Background: an optimization exercise with open tools, aiming at small area, a short achievable clock period and few clock cycles per item. Do not read the settings as production practice.
The RTL was checked by simulation tests, not by an equivalence proof against the original design.
Power figures rest on the tool's default switching activity, not on a simulated workload.

--- run.sh ---
#!/bin/bash
# synth_recipe.tcl (not shown) runs the flow's synth.tcl, then flattens the netlist and writes it again
# the make line also repeats each setting of config.mk as NAME=value (left out here)
make -C /OpenROAD-flow-scripts/flow DESIGN_CONFIG=/design/flow/config.mk WORK_HOME=/design/flow/orfs CLKGATE_MAP_FILE= SYNTH_SCRIPT=/design/flow/synth_recipe.tcl finish
--- config.mk ---
export PLATFORM = sky130hd
export DESIGN_NAME = filtcore
export DESIGN_NICKNAME = filtcore
export VERILOG_FILES = /design/flow/design.v
export SDC_FILE = /design/flow/constraint.sdc
export NUM_CORES = 4
export LEC_CHECK = 0
export CAP_MARGIN = 20
export CORE_MARGIN = 2
export CORE_UTILIZATION = 40
export SETUP_SLACK_MARGIN = 0.8
export SLEW_MARGIN = 20
--- constraint.sdc ---
create_clock -name core_clock -period 14.0 [get_ports {clk}]
set_input_delay 2.8000 -clock core_clock [delete_from_list [all_inputs] [get_ports {clk}]]
set_output_delay 2.8000 -clock core_clock [all_outputs]
set_load 0.01 [all_outputs]
--- design.v ---
module bitwidth16 (
    input  wire [15:0] v,
    output reg  [4:0]  bits
);
    integer i;
    always @* begin
        bits = 5'd0;
        for (i = 0; i < 16; i = i + 1)
            if (v[i])
                bits = i + 1;
    end
endmodule
module filtcore (
    input  wire        clk,
    input  wire        rst,
    input  wire        cmd_valid,
    output wire        cmd_ready,
    input  wire [31:0] cmd_word,
    output wire        rsp_valid,
    input  wire        rsp_ready,
    output wire [31:0] rsp_word,
    output wire [1:0]  err_sticky
);
    reg        va;               
    reg [1:0]  ua;               
    reg [1:0]  oa;               
    reg        ia;               
    reg [15:0] xa;               
    reg [2:0]  sia;              
    reg        rv;               
    reg [1:0]  rs;
    reg [15:0] rr;
    reg [1:0]  err_q;
    reg [15:0] al_l, al_h;       
    reg [8:0]  oh_l, oh_h;       
    reg        big_l, big_h;     
    reg        cfg_l, cfg_h;
    reg [15:0] last_l, last_h;
    reg [5:0]  al_n;
    reg [3:0]  ash_n;
    reg        cfg_n;
    reg [9:0]  ls_n;             
    reg [1:0]  ph;               
    reg [15:0] acc;              
    wire done;
    wire out_free = !rv || rsp_ready;
    wire fire     = va && done && out_free;
    assign cmd_ready = !rst && (!va || fire);
    wire accept   = cmd_valid && cmd_ready;
    wire [1:0]  cu = cmd_word[19:18];
    wire [1:0]  co = cmd_word[17:16];
    wire [15:0] cd = cmd_word[15:0];
    wire cill = (cmd_word[31:20] != 12'd0) || (cu == 2'd3) ||
                (co == 2'd3 && cd != 16'd0);
    wire [4:0] cx_bits;
    bitwidth16 u_bw_x (.v(cd), .bits(cx_bits));
    wire [2:0]  csi = (cx_bits > 5'd10) ? cx_bits - 5'd10 : 3'd0;
    wire [15:0] cxs = cd >> csi;
    wire cnorm = (cu == 2'd2) && (co == 2'd1);
    always @(posedge clk) begin
        if (rst)
            va <= 1'b0;
        else if (accept)
            va <= 1'b1;
        else if (fire)
            va <= 1'b0;
    end
    always @(posedge clk) begin
        if (accept) begin
            ua  <= cu;
            oa  <= co;
            ia  <= cill;
            xa  <= cnorm ? {6'd0, cxs[9:0]} : cd;
            sia <= csi;
        end
    end
    wire basic   = !ua[1];
    wire is_init = oa == 2'd0;
    wire is_proc = oa == 2'd1;
    wire is_setc = oa == 2'd2;
    wire is_rst  = oa == 2'd3;
    wire [15:0] al_s  = ua[0] ? al_h  : al_l;
    wire [8:0]  oh_s  = ua[0] ? oh_h  : oh_l;
    wire        big_s = ua[0] ? big_h : big_l;
    wire        cfg_s = ua[1] ? cfg_n : (ua[0] ? cfg_h : cfg_l);
    wire [15:0] last_s = ua[0] ? last_h : last_l;
    wire step = !ia && is_proc && cfg_s;
    wire slow = step && basic && big_s;
    assign done = !slow || ph == 2'd2;
    reg [6:0] op_a, op_b;
    always @* begin
        if (!basic) begin
            op_a = {1'b0, al_n};
            op_b = 7'd64 - {1'b0, al_n};
        end else if (slow && ph == 2'd0) begin
            op_a = {5'd0, al_s[15:14]};
            op_b = {5'd0, oh_s[8:7]};
        end else if (slow && ph == 2'd1) begin
            op_a = al_s[13:7];
            op_b = oh_s[6:0];
        end else begin
            op_a = al_s[6:0];
            op_b = ~al_s[6:0];
        end
    end
    wire [15:0] op_l = basic ? last_s : {6'd0, ls_n};
    wire [22:0] t = op_a * xa + op_b * op_l + {acc, 7'd0};
    wire [15:0] yb = t[22:7];
    wire [15:0] hb = (xa >= yb) ? xa - yb : 16'd0;
    wire [15:0] s  = t[15:0];
    wire [4:0]  e  = {1'b0, ash_n} + {2'd0, sia};
    wire [31:0] sh = {16'd0, s} << e;
    wire [15:0] yn = (sh[31:22] != 10'd0) ? 16'hFFFF : sh[21:6];
    wire [4:0]  yn_bits;
    bitwidth16 u_bw_y (.v(yn), .bits(yn_bits));
    wire [2:0]  yn_sl = (yn_bits > 5'd10) ? yn_bits - 5'd10 : 3'd0;
    wire [15:0] yn_ls = yn >> yn_sl;
    wire [4:0]  raw_bits;
    bitwidth16 u_bw_raw (.v(xa), .bits(raw_bits));
    wire [3:0]  new_ash = (raw_bits > 5'd6) ? raw_bits - 5'd6 : 4'd0;
    wire [15:0] raw_sh  = xa >> new_ash;
    wire [15:0] new_al = xa + 16'd1;
    reg [1:0]  nst;
    reg [15:0] nres;
    always @* begin
        nst  = 2'd0;
        nres = 16'd0;
        if (ia)
            nst = 2'd1;
        else if (is_proc && !cfg_s)
            nst = 2'd2;
        else if (is_proc)
            nres = !basic ? yn : (ua[0] ? hb : yb);
    end
    wire wr_l = fire && !ia && ua == 2'd0;
    wire wr_h = fire && !ia && ua == 2'd1;
    wire wr_n = fire && !ia && ua == 2'd2;
    always @(posedge clk) begin
        if (!rst && (wr_l || wr_h) && (is_init || is_setc)) begin
            if (wr_l) begin
                al_l  <= new_al;
                oh_l  <= 9'd0 - new_al[15:7];
                big_l <= new_al[15:7] != 9'd0;
            end else begin
                al_h  <= new_al;
                oh_h  <= 9'd0 - new_al[15:7];
                big_h <= new_al[15:7] != 9'd0;
            end
        end
        if (!rst && wr_n && (is_init || is_setc)) begin
            al_n  <= raw_sh[5:0];
            ash_n <= new_ash;
        end
    end
    always @(posedge clk) begin
        if (rst) begin
            cfg_l  <= 1'b0;
            cfg_h  <= 1'b0;
            cfg_n  <= 1'b0;
            last_l <= 16'd0;
            last_h <= 16'd0;
            ls_n   <= 10'd0;
        end else begin
            if (wr_l) begin
                if (is_init || is_setc) cfg_l <= 1'b1;
                if (is_init || is_rst) last_l <= 16'd0;
                else if (step) last_l <= yb;
            end
            if (wr_h) begin
                if (is_init || is_setc) cfg_h <= 1'b1;
                if (is_init || is_rst) last_h <= 16'd0;
                else if (step) last_h <= yb;
            end
            if (wr_n) begin
                if (is_init || is_setc) cfg_n <= 1'b1;
                if (is_init || is_rst) ls_n <= 10'd0;
                else if (step) ls_n <= yn_ls[9:0];
            end
        end
    end
    always @(posedge clk) begin
        if (rst) begin
            ph  <= 2'd0;
            acc <= 16'd0;
        end else if (va && slow && !done) begin
            ph  <= ph + 2'd1;
            acc <= t[15:0];
        end else if (fire) begin
            ph  <= 2'd0;
            acc <= 16'd0;
        end
    end
    always @(posedge clk) begin
        if (rst) begin
            rv    <= 1'b0;
            rs    <= 2'd0;
            rr    <= 16'd0;
            err_q <= 2'd0;
        end else if (fire) begin
            rv <= 1'b1;
            rs <= nst;
            rr <= nres;
            if (nst == 2'd1) err_q[0] <= 1'b1;
            if (nst == 2'd2) err_q[1] <= 1'b1;
        end else if (rsp_ready) begin
            rv <= 1'b0;
        end
    end
    assign rsp_valid  = rv && !rst;
    assign rsp_word   = {14'd0, rs, rr};
    assign err_sticky = err_q;
endmodule
==> results of run 1 <==
## layer usage
layer,part of all wire [%],global-route usage (%)
met1,42,32.2
met2,48,40.5
met3,6.3,3.36
met4,3.1,8.48
met5,0,0
## state kept, by name, summed over array words and instances, names as in the netlist, 3 cells and up
signal / flops
last_h: 16
al_n: 6
ls_n: 10
acc: 16
xa: 16
sia: 3
al_l: 16
al_h: 16
rr: 16
oh_h: 8
last_l: 16
ash_n: 4
oh_l: 8
## worst max-delay path, delay by kind of cell (launching register included)
family	cells	cell delay [ps]
compound gates	14	4270
fa+ha+maj	8	3490
buf+inv	5	530
flops	1	440
mux	1	160
simple gates	11	3510
## through the flow
| step | total power [mW] | utilization, % |
|---|---|---|
| after floorplan | 1.88 | - |
| after global placement | 2.31 | 43.1 |
| after detailed placement | 2.32 | 43.1 |
| after CTS | 2.82 | 44.4 |
| after global routing | 3.04 | 44.4 |
| final | 2.84 | 44.4 |
## final cells by class
cell class	count	area [sq um]	area share, %
flip-flops and latches	169	4220	19.9
clock buffers	17	425	2.00
repair buffers	106	933	4.39
inverters	279	1050	4.93
well taps	615	769	3.62
diodes	1	2.50	0.0118
multi-input cells	1720	13700	64.3
clock inverters	15	176	0.830
## cell families after synthesis
group	after synthesis	share of synthesized area [%]
XOR/XNOR	55	2.55
other	1	0.0193
adder cells (fa/ha/maj)	293	26.3
AO/OA/AOI/OAI	507	17.6
AND/OR/NAND/NOR	762	18.2
flip-flops	169	21.7
buffers and inverters	417	8.52
multiplexers	89	5.02
## power by group through the flow
stage	combinational [mW]	clock, mW	sequential (mW)
6_report	1.82	0.492	0.531
2_1_floorplan	1.34	0	0.542
4_1_cts	1.79	0.499	0.531
3_5_place_dp	1.78	0	0.542
3_3_place_gp	1.77	0	0.542
5_1_grt	2.00	0.516	0.531
## worst min-delay path by stage
stage,startpoint,to,cells after the start
after detailed placement,err_q[1],err_q[1],2
after global placement,cfg_h,cfg_h,1
after floorplan,ls_n[8],ls_n[8],2
after global routing,err_q[1],err_q[1],2
final,rr[3],rr[3],2
after CTS,last_l[2],last_l[2],2
## cells in the final DEF, fill, tap and decap left out, types with 13 or more instances in the layout
master,n
nor4_1,14
nand3_1,79
clkbuf_16,17
nand4_1,13
xnor2_1,37
nand2_1,262
o221ai_1,16
mux2i_1,67
a21oi_1,169
o21ai_0,84
a21o_1,27
nor2b_1,13
ha_1,99
clkdlybuf4s50_1,56
and2_1,58
mux2_2,16
inv_1,276
xor2_1,15
nor2_1,191
and3_1,16
or2_2,21
buf_4,49
o211ai_1,16
edfxtp_1,84
a31oi_1,15
fa_1,194
nor3_1,33
dfxtp_1,85
nand2b_1,15
conb_1,14
a211oi_1,19
## what timing repair did
action | 4_1_cts | 5_1_grt
setup endpoints to repair | 0 | 14
resized for setup | 0 | 5
setup buffers | 0 | 0
endpoints found under the hold margin | 0 | 0
==> flow_metrics.py, run 1 <==
metrics = {
    "run_status": {
        "status": "complete, no violations",
    },
    "placement": {
        "dp.cells": 2888,
        "dpl_cell_area_sq_um": 20600,
        "gp_congestion": 0.932,
        "hpwl_um": 47000,
        "port_buffers": 57,
        "preCtsSetupSlack_ps": 1170,
    },
    "synthesis": {
        "syn_area_sq_um": 19500,
        "synth_common_cells": "inv_1 (276), nand2_1 (262), fa_1 (194), nor2_1 (193), a21oi_1 (170)",
        "yosys-top-cells-area": "fa_1 (20%), edfxtp_1 (13%), dfxtp_1 (8.7%)",
        "yosys_warnings": 2,
        "ys_async_sr_fraction_pct": 0,
        "synthCells": 2293,
        "synth.most_common_cell": "inv_1",
        "yosysSeqAreaShare_pct": 21.7,
        "synthDistinctLibCells": 102,
        "synth_top_flop_cell": "dfxtp_1",
        "yosys_register_bits": 169,
        "yosysTopAreaCell": "fa_1",
        "avgSynthCellArea_sq_um": 8.48,
        "synth_top_area_share_pct": 20.0,
        "synth_edf_count": 84,
    },
    "sta": {
        "relSlewSlack_pct": 28.4,
        "period_needed_ps": 12530,
        "tightest_slew_ps": 1070,
        "period_share_pct": 89.5,
        "setup_ws_ps": 1470,
        "skew_ps": 8.92,
        "slew_viol_final": 0,
        "worst_hold_slack_ps": 457,
        "setup_tns_ps": 0,
        "rsz0062_at_grt": "no",
        "hold_viol": 0,
        "setup_viol": 0,
        "max_freq_mhz": 79.8,
    },
    "layout": {
        "final_cells": 2922,
        "nNetsFinal": 2622,
        "final_area_sq_um": 21300,
        "n_fill_cell": 4722,
        "drive_gt1_share_pct": 7.20,
        "syn2layout_area_growth_pct": 9.27,
    },
    "setup_path": {
        "crit_path_max_incr_delay_ps": 730,
        "reg2reg_to": "ls_n[7]",
        "critical_path.startpoint": "ua[0]",
        "cp_max_fo": 21,
        "arrival_ps": 12860,
        "cp_common_cell": "fa_1",
        "endpoint": "ls_n[7]",
        "worst-setup-path-type": "register to register",
        "worst_setup_path_end_kind": "register",
        "cp.required_ps": 14330,
        "r2r.worst_path.cells": 39,
        "slowest_stage": "a2111oi_0",
        "rrSetupSlack_ps": 1470,
        "startpoint_type": "register",
        "r2r_start": "ua[0]",
    },
    "min_path": {
        "hp-class": "register to register",
    },
    "routing": {
        "drt_iter0_drc": 1323,
        "drt_wl_total_um": 59900,
        "ant_nets": 0,
        "avgViaCountPerCell": 5.80,
        "drc": 0,
        "drt-wirelength-per-cell_um": 20.5,
        "drtPass1Iterations": 5,
        "num_vias": 16900,
    },
    "grt": {
        "antenna_found_initial": 0,
        "grt_pass1_wl_um": 94600,
        "grt_use_total_pct": 24.2,
        "grt-ovfl-total": 0,
        "grt_pass1_vias": 16900,
        "grt_max_degree": 86,
    },
    "flow_run": {
        "maxCapViolCount": 0,
    },
    "power_and_ir_drop": {
        "p_clk_share_pct": 17.3,
        "power.leakage_nw": 8.93,
        "ir_worst_vdd_mv": 0.103,
        "seqPwrFrac_pct": 18.7,
        "p_sw_share_pct": 49.5,
        "power_switching_mw": 1.41,
        "power_frac_comb_pct": 64.1,
        "p_per_area_nw_per_um2": 134,
        "intPower_mw": 1.44,
    },
    "floorplanning": {
        "rows": 80,
        "die_h_um": 225,
        "die_x_um": 225,
        "fp.dieArea_sq_um": 50400,
        "core_sq_um": 47800,
        "pin_count": 72,
        "start_util_pct": 40.7,
    },
    "clock_tree": {
        "numCtsBuffers": 17,
        "cts_sinks": 169,
        "clockBufferDepth": 2,
        "holdBufCountCts": 0,
        "clk_pin_slew_ps": 70,
        "cts_tree": "yes",
        "clk_latency_ps": 450,
        "cts_root_buffer": "clkbuf_16",
        "h-tree-depth": 4,
    },
}
Testbench counts, summed over its fixed seeds: cycles 16,016, items 16,000.
==> inputs of run 2 (changes only) <==
--- a/config.mk
+++ b/config.mk
@@ -7,6 +7,6 @@
 export LEC_CHECK = 0
 export CAP_MARGIN = 20
 export CORE_MARGIN = 2
-export CORE_UTILIZATION = 40
-export SETUP_SLACK_MARGIN = 0.8
+export CORE_UTILIZATION = 50
+export SETUP_SLACK_MARGIN = 5
 export SLEW_MARGIN = 20
==> run 2 against run 1 <==
Final cell count grew 2.0%. First-iteration DRC count grew 14%. Global-route usage grew 7.2 points. Cell area grew 13%. Synthesized cell count is the same. Setup slack gained 2100 ps. Utilization grew 18 points. Clock power is essentially flat. Critical path depth grew 3. Critical path type unchanged. Largest power group unchanged. Highest routed layer unchanged.
==> flow_metrics.py, run 2 <==
metrics = {
    "floorplanning": {
        "fp.dieArea_sq_um": 40500,
        "die_x_um": 201,
        "core_sq_um": 38600,
        "rows": 72,
        "die_h_um": 201,
        "start_util_pct": 50.5,
        "pin_count": 72,
    },
    "sta": {
        "period_needed_ps": 10450,
        "relSlewSlack_pct": 35.4,
        "setup_ws_ps": 3550,
        "period_share_pct": 74.7,
        "worst_hold_slack_ps": 454,
        "setup_viol": 0,
        "hold_viol": 0,
        "rsz0062_at_grt": "yes",
        "tightest_slew_ps": 969,
        "setup_tns_ps": 0,
        "skew_ps": 12.1,
        "max_freq_mhz": 95.7,
        "slew_viol_final": 0,
    },
    "layout": {
        "syn2layout_area_growth_pct": 23.9,
        "final_cell_mix": "inv_1 (262), nand2_1 (252), fa_1 (186), nor2_1 (178), buf_4 (157)",
        "n_antenna_cell": 0,
        "drive_gt1_share_pct": 21.0,
        "nNetsFinal": 2778,
        "n_fill_cell": 3398,
        "layout_commonest_cell": "inv_1",
        "utilization_pct": 62.5,
    },
    "clock_tree": {
        "cts_sinks": 169,
        "holdBufCountCts": 0,
        "clk_latency_ps": 450,
        "clockBufferDepth": 2,
        "cts_tree": "yes",
        "h-tree-depth": 4,
        "numCtsBuffers": 17,
        "clk_pin_slew_ps": 80,
        "cts_root_buffer": "clkbuf_16",
    },
    "grt": {
        "grt_pass1_wl_um": 99300,
        "grt_use_total_pct": 31.4,
        "grt-ovfl-total": 0,
        "grt_max_degree": 70,
        "grt_pass1_vias": 18000,
        "antenna_found_initial": 0,
    },
    "setup_path": {
        "cp.required_ps": 14320,
        "worst-setup-path-type": "register to register",
        "arrival_ps": 10780,
        "crit_path_max_incr_delay_ps": 580,
        "slowest_stage": "fa_2",
        "worst_setup_path_end_kind": "register",
        "startpoint_type": "register",
        "cp_max_fo": 8,
    },
    "routing": {
        "drc": 0,
        "drt_wl_total_um": 64200,
        "avgViaCountPerCell": 6.01,
        "ant_nets": 0,
        "drtPass1Iterations": 7,
        "num_vias": 17900,
        "drt_iter0_drc": 1510,
        "drt-wirelength-per-cell_um": 21.5,
    },
    "synthesis": {
        "yosysSeqAreaShare_pct": 21.7,
        "yosys_warnings": 2,
        "ys_async_sr_fraction_pct": 0,
        "synthDistinctLibCells": 102,
        "synth_common_cells": "inv_1 (276), nand2_1 (262), fa_1 (194), nor2_1 (193), a21oi_1 (170)",
        "synth_top_area_share_pct": 20.0,
        "synth.most_common_cell": "inv_1",
        "synth_edf_count": 84,
        "syn_area_sq_um": 19500,
        "synthCells": 2293,
        "avgSynthCellArea_sq_um": 8.48,
        "yosys-top-cells-area": "fa_1 (20%), edfxtp_1 (13%), dfxtp_1 (8.7%)",
        "synth_top_flop_cell": "dfxtp_1",
        "yosys_register_bits": 169,
        "yosysTopAreaCell": "fa_1",
    },
    "placement": {
        "gp_congestion": 0.915,
        "port_buffers": 57,
        "hpwl_um": 46300,
        "preCtsSetupSlack_ps": 1830,
    },
    "power_and_ir_drop": {
        "ir_worst_vdd_mv": 0.117,
        "power.leakage_nw": 10.1,
        "p_per_area_nw_per_um2": 164,
    },
    "min_path": {
        "hp-class": "register to register",
    },
    "run_status": {
        "status": "complete, no violations",
    },
    "flow_run": {
        "maxCapViolCount": 0,
    },
}
[run 2: cell counts after synthesis]
Identical to the previous run, type by type.
[run 2: what timing repair did]
action                                  4_1_cts  5_1_grt
pin swaps                                   106      100
resized for setup                           191      133
endpoints found under the setup margin       36       32
buffers inserted                            116       35
gates cloned                                  5        2
[run 2: routing by layer]
| layer | routed length (um) | GRT usage, % | part of all wire [%] | up-vias |
|---|---|---|---|---|
| met5 | 0 | 0 | 0 | - |
| met4 | 2290 | 10.4 | 3.6 | 0 |
| met3 | 3960 | 3.92 | 6.2 | 142 |
| met2 | 31900 | 54.9 | 50 | 753 |
| met1 | 26000 | 40.4 | 41 | 8871 |
| li1 | - | - | - | 8135 |
[run 2: cell families (layout without fill, tap and decap cells)]
| logic type | Yosys count | count (layout) | share of synthesized area, % |
|---|---|---|---|
| AOI/OAI and AO/OA | 507 | 507 | 17.6 |
| xor gates and xnor gates | 55 | 55 | 2.55 |
| adders and majority gates | 293 | 293 | 26.3 |
| buffers and inverters | 417 | 570 | 8.52 |
| DFF | 169 | 169 | 21.7 |
| muxes | 89 | 89 | 5.02 |
| other | 1 | 14 | 0.0193 |
| and+or+nand+nor | 762 | 765 | 18.2 |
[run 2: final timing paths]
path	end	startpoint	slack (ps)	depth (start not counted)
hold reg to reg	rr[0]	rr[0]	450	2
setup reg to reg	ls_n[7]	ua[0]	3550	42
hold / removal	rr[0]	rr[0]	450	2
setup / recovery	ls_n[7]	ua[0]	3550	42
[run 2: where the power goes]
group / switching [mW] / leakage, nW / total [mW] / internal [mW]
clock network: 0.215 / 0.304 / 0.494 / 0.279
logic: 1.63 / 8.33 / 2.92 / 1.28
registers: 0.00460 / 1.44 / 0.531 / 0.527
total: 1.85 / 10.1 / 3.94 / 2.09
[run 2: cell type report]
cell class	instances	area [sq um]	share of cell area [%]
multi-input combinational	1723	15100	62.8
inverter	279	1060	4.40
tap	518	648	2.69
clock inverter	12	159	0.659
clock buffer	20	457	1.89
timing repair buffer	259	2410	10.0
sequential	169	4220	17.5
[run 2: worst max-delay path: cells and delay by family, from the launching register on]
| family | cells | cell delay, ps |
|---|---|---|
| adders and majority gates | 8 | 3450 |
| AOI/OAI and AO/OA | 16 | 3150 |
| and+or+nand+nor | 10 | 2370 |
| buffers and inverters | 7 | 650 |
| DFF | 1 | 430 |
| muxes | 1 | 280 |
[run 2: through the flow]
stage	cells	cell area [sq um]	power [mW]
2_1_floorplan	2306	19800	1.95
3_3_place_gp	2790	20700	2.37
3_5_place_dp	2790	20700	2.38
4_1_cts	2943	23200	3.47
5_1_grt	2980	24100	4.14
6_report	2980	24100	3.94

==> port drivers added, routing unchanged <==
How much do the figures lean on ideal ports? The routed layouts below were timed once more, with nothing changed but the port constraints. Step 1 (the two cells are an assumption about what drives the block):
set clk [get_ports {clk}]
set_driving_cell -lib_cell sky130_fd_sc_hd__clkbuf_16 $clk
set_driving_cell -lib_cell sky130_fd_sc_hd__buf_2 [delete_from_list [all_inputs] $clk]
Step 2, shift: input delay + t, output delay - t, t = (earliest + latest rising clock arrival at the registers) / 2. This alone moves slack from input paths to output paths. Three values: ideal, step 1, step 2; two values: the first two.
run	t, ns	setup slack, ns	worst setup path at the end	latest minus earliest clock arrival (ns)	worst register clock-pin slew, ns
run 1	0.496	1.468 / 1.468 / 1.468	register to register	0.009 / 0.009	0.07 / 0.07
run 2	0.494	3.545 / 3.545 / 3.545	register to register	0.012 / 0.012	0.08 / 0.08
After both steps setup and hold are still met in every run listed.
